Context: an optimization exercise on an open-source flow, tuned for small area. The choices shown serve that exercise and are no tape-out recipe.
Only simulation tests tie the RTL to the original design; equivalence was not proved.
Power and IR drop assume default switching activity.

==> flow/design.v (excerpt) <==
module rcpwm_ctrl (
    input  wire        clk,
    input  wire        rst,            
    input  wire        tick,           
    input  wire        pin,            
    input  wire [1:0]  mode_in,        
    input  wire [11:0] bit_cycles,     
    input  wire        map_cont,       
    input  wire        oor_default,    
    input  wire [7:0]  default_duty,
    input  wire [7:0]  oor_char,       
    input  wire [15:0] supply_mv,
    input  wire [15:0] b0_center,      
    input  wire [15:0] b0_ltol,
    input  wire [15:0] b0_utol,
    input  wire        b0_is_mv,
    input  wire [15:0] b0_value,       
    input  wire [7:0]  b0_code,
    input  wire [15:0] b1_center,
    input  wire [15:0] b1_ltol,
    input  wire [15:0] b1_utol,
    input  wire        b1_is_mv,
    input  wire [15:0] b1_value,
    input  wire [7:0]  b1_code,
    input  wire [15:0] b2_center,
    input  wire [15:0] b2_ltol,
    input  wire [15:0] b2_utol,
    input  wire        b2_is_mv,
    input  wire [15:0] b2_value,
    input  wire [7:0]  b2_code,
    input  wire [15:0] in_min,         
    input  wire [15:0] in_max,         
    output reg  [7:0]  duty,
    output reg         txd
);
==> flow/config.mk <==
export PLATFORM = sky130hd
export DESIGN_NAME = rcpwm_ctrl
export DESIGN_NICKNAME = rcpwm_ctrl
export VERILOG_FILES = /design/flow/design.v
export SDC_FILE = /design/flow/constraint.sdc
export NUM_CORES = 4
export LEC_CHECK = 0
export CAP_MARGIN = 20
export CORE_MARGIN = 2
export CORE_UTILIZATION = 55
export SLEW_MARGIN = 20
==> flow/constraint.sdc <==
create_clock -name core_clock -period 120.0 [get_ports {clk}]
set_input_delay 24.0000 -clock core_clock [delete_from_list [all_inputs] [get_ports {clk}]]
set_output_delay 24.0000 -clock core_clock [all_outputs]
set_load 0.01 [all_outputs]
standard.sh (not shown) runs the stock make flow with config.mk's settings and CLKGATE_MAP_FILE= SYNTH_SCRIPT=/design/flow/synth_recipe.tcl, a recipe that flattens the netlist after the stock synthesis.
==> flow/flow/run.sh <==
#!/bin/bash
# The standard layout (standard.sh), with these changes:
#  - synthesis: the standard flow's own synthesis script, but abc maps the logic with an
#    area-oriented script (flow/area.abc) instead of ORFS's abc_area.script;
#    registers, flattening and renaming are unchanged;
#  - the port buffers are sky130_fd_sc_hd__buf_1 cells;
#  - clock tree: clkbuf_8 buffers, clusters of at most 10 sinks, no dummy loads.
set -euo pipefail
W=$PWD
{
  cat <<EOF
proc abc {args} {
  set i [lsearch -exact \$args -script]
  if {\$i >= 0} { set args [lreplace \$args [expr {\$i+1}] [expr {\$i+1}] $W/flow/area.abc] }
  yosys abc {*}\$args
}
EOF
  cat synth_recipe.tcl
} > my_synth.tcl
bash standard.sh SYNTH_SCRIPT=$W/my_synth.tcl \
  'BUFFER_PORTS_ARGS=-buffer_cell sky130_fd_sc_hd__buf_1' \
  'CTS_ARGS=-sink_clustering_enable -repair_clock_nets -dont_use_dummy_load -buf_list sky130_fd_sc_hd__clkbuf_8 -sink_clustering_size 10' \
  finish > standard_flow.log 2>&1
==> flow/flow/area.abc <==
strash
&get -n
&deepsyn -T 60
&put
dch
amap
Change:
--- a/flow/design.v
+++ b/flow/design.v
@@ -44,13 +44,12 @@
     reg [7:0]  Q;          
     reg [1:0]  ph;         
     reg [11:0] bcnt;       
     reg [2:0]  kind;       
     reg [2:0]  k;          
     reg        run;        
-    reg        skip;       
     reg        hneg;       
     reg        lt_min, gt_max;
     reg [1:0]  sel;        
     function automatic [17:0] radd18(input [17:0] a, input [17:0] b, input ci);
         integer i;
         reg c;
@@ -71,12 +70,13 @@
                 rinc16[i] = a[i] ^ c;
                 c = c & a[i];
             end
         end
     endfunction
     wire [3:0] bidx = Q[7:4];
+    wire       skip = (ph == P_WAIT) || (kind == K_TAB2);
     wire [6:0] S   = bcnt[6:0];
     wire [1:0] bnd = S[4:3];
     wire [2:0] op  = S[2:0];
     wire       comp = (ph == P_COMP);
     wire [17:0] x_s   = {{2{T[15]}}, T};
     wire [17:0] min_s = {{2{in_min[15]}}, in_min};
@@ -117,25 +117,23 @@
     localparam [3:0] B_ZERO = 4'd0, B_CNT = 4'd1, B_X = 4'd2, B_C = 4'd3,
                      B_U = 4'd4, B_L = 4'd5, B_MIN = 4'd6, B_MAX = 4'd7,
                      B_P = 4'd8, B_M = 4'd9, B_XO = 4'd10, B_POW = 4'd11,
                      B_DUTY = 4'd12, B_V = 4'd13, B_DEF = 4'd14;
     reg [3:0] bsrc;
     reg [1:0] asel;        
+    reg       acnt;        
     reg       inv;         
     reg       r_we;        
     reg       r_cond;      
     wire divs_first = (S[3:1] == 3'd0);
     wire div_s0 = divs_first | Q[0];    
     wire div_s1 = divs_first | Q[1];
     always @(*) begin
-        bsrc = B_ZERO; asel = 2'd1; inv = 1'b0; r_we = 1'b0; r_cond = 1'b0;
+        bsrc = B_ZERO; asel = 2'd1; acnt = 1'b0; inv = 1'b0; r_we = 1'b0; r_cond = 1'b0;
         if (comp) begin
             case (S[6:4])
-                3'd0: if (S[3:0] == 4'd0) begin
-                          asel = 2'd1; bsrc = B_X; inv = 1'b1;     
-                      end
                 3'd2, 3'd3: begin                                 
                     r_we = 1'b1;
                     case (op)
                         3'd0: begin asel = 2'd0; bsrc = B_X; end
                         3'd1: begin bsrc = (bnd == 2'd3) ? B_MIN : B_C; inv = 1'b1; end
                         3'd2: begin bsrc = (bnd == 2'd3) ? B_ZERO : B_U; inv = 1'b1; end
@@ -180,12 +178,14 @@
                         bsrc = (sel == 2'd3) ? B_DEF : B_V;
                     end else begin
                         r_we = 1'b1; asel = 2'd0; bsrc = B_X; inv = T[15];
                     end
                 end
             endcase
+        end else if (ph == P_IDLE) begin                          
+            acnt = 1'b1; bsrc = B_X; inv = 1'b1;
         end else if (run) begin                                   
             bsrc = B_POW; inv = 1'b1; r_we = 1'b1; r_cond = 1'b1;
         end else begin                                            
             asel = 2'd0; bsrc = B_DUTY;
         end
     end
@@ -232,13 +232,14 @@
         | ({18{s_l2}}  & {2'd0, b2_ltol})
         | ({18{s_pow}} & {1'b0, pow10})
         | ({18{s_duty}} & {10'd0, duty})
         | ({18{s_def}} & {10'd0, default_duty});
     reg [17:0] A;
     always @(*) begin
-        case (asel)
+        if (acnt) A = {2'd0, cnt};
+        else case (asel)
             2'd0: A = 18'd0;
             2'd1: A = R;
             2'd2: A = {R[16:0], Q[7]};
             default: A = {R[17], R[17:1]};
         endcase
     end
@@ -299,21 +300,20 @@
             cnt <= rinc16(cnt, tick);
             if (ph == P_IDLE) begin
                 if (pin != pin_q) begin
                     if (!pin) begin
                         T <= cnt;                             
                     end else begin
-                        R    <= {2'd0, cnt};                  
+                        T    <= sum[15:0];                    
                         ph   <= P_COMP;
                         bcnt <= 12'd0;
                         sel  <= 2'd3;
                     end
                 end
             end else if (ph == P_COMP) begin
                 case (S[6:4])
-                    3'd0: if (S[3:0] == 4'd0) T <= sum[15:0];
                     3'd2, 3'd3: begin
                         if (op == 3'd2) hneg <= neg;
                         if (op == 3'd5) begin
                             if (bnd == 2'd3) begin
                                 lt_min <= hneg;
                                 gt_max <= neg;
@@ -334,13 +334,12 @@
                             else if (sel != 2'd3 || oor_default)
                                 duty <= B[7:0];
                         end else begin
                             Q[3:0] <= 4'd0;
                             k      <= 3'd4;
                             run    <= 1'b1;
-                            skip   <= 1'b1;
                             ph     <= P_WAIT;
                         end
                     end
                     default: ;
                 endcase
             end else if (ph == P_WAIT) begin
@@ -364,24 +363,22 @@
                             txd  <= 1'b0;                     
                             if (next_kind == K_TAB2) begin
                                 R      <= sum;                
                                 Q[3:0] <= 4'd0;
                                 k      <= 3'd2;
                                 run    <= 1'b1;
-                                skip   <= 1'b1;
                             end
                         end
                     end else begin
                         Q[7:4] <= bidx + 4'd1;
                         txd  <= (bidx == 4'd8) ? 1'b1 : cur_byte[bidx[2:0]];
                         if (bidx == 4'd3 && digits) begin
                             k <= k - 3'd1;
                             if (k != 3'd0) begin
                                 Q[3:0] <= 4'd0;
                                 run    <= 1'b1;
-                                skip   <= 1'b0;
                             end
                         end
                     end
                 end
             end
         end
Outcome:
- The new run passed the timing, DRC and antenna checks
- count of clock-buffer cells in the layout does not change
- final cell count goes up by 3.9%
- combinational power goes up by 32%
- total power goes up by 22%
- cell area goes up by 1.5%
- sequential share of layout area goes down by 0.67 points
- worst hold slack gets worse by 21 ps
- die area goes up by 1.7%
- register-to-register slack gets better by 2100 ps

[port drivers added, routing unchanged]
The flow's constraints put no driver on any port. The routed layouts listed below were extracted and timed again, unchanged, in two steps. Step 1 sets driving cells, clkbuf_16 on the clock port and buf_2 on the other inputs (assumed; they add their load-dependent delay and slew). Step 2 moves the port delays by t, midway between the first and last clock arrival at a register: inputs arrive t later, outputs are due t later. That takes back most of the time a late clock gives input paths. Slacks: ideal / step 1 / step 2; pairs: ideal / step 1.
| run | shift t [ns] | setup slack, ns | slew at the worst register clock pin (ns) | worst data-port slew with drivers (ns) | cell pins on the clock port's net |
|---|---|---|---|---|---|
| the first run | 0.421 | 82.909 / 82.925 / 82.504 | 0.11 / 0.11 | 0.15 | 1 |
| the second run | 0.418 | 84.314 / 84.318 / 83.900 | 0.12 / 0.12 | 0.09 | 1 |
After both steps setup and hold are still met in every run listed. For the second run, which loses most, drivers alone change the setup slack by +0.004 ns; drivers and shift together by -0.414 ns.
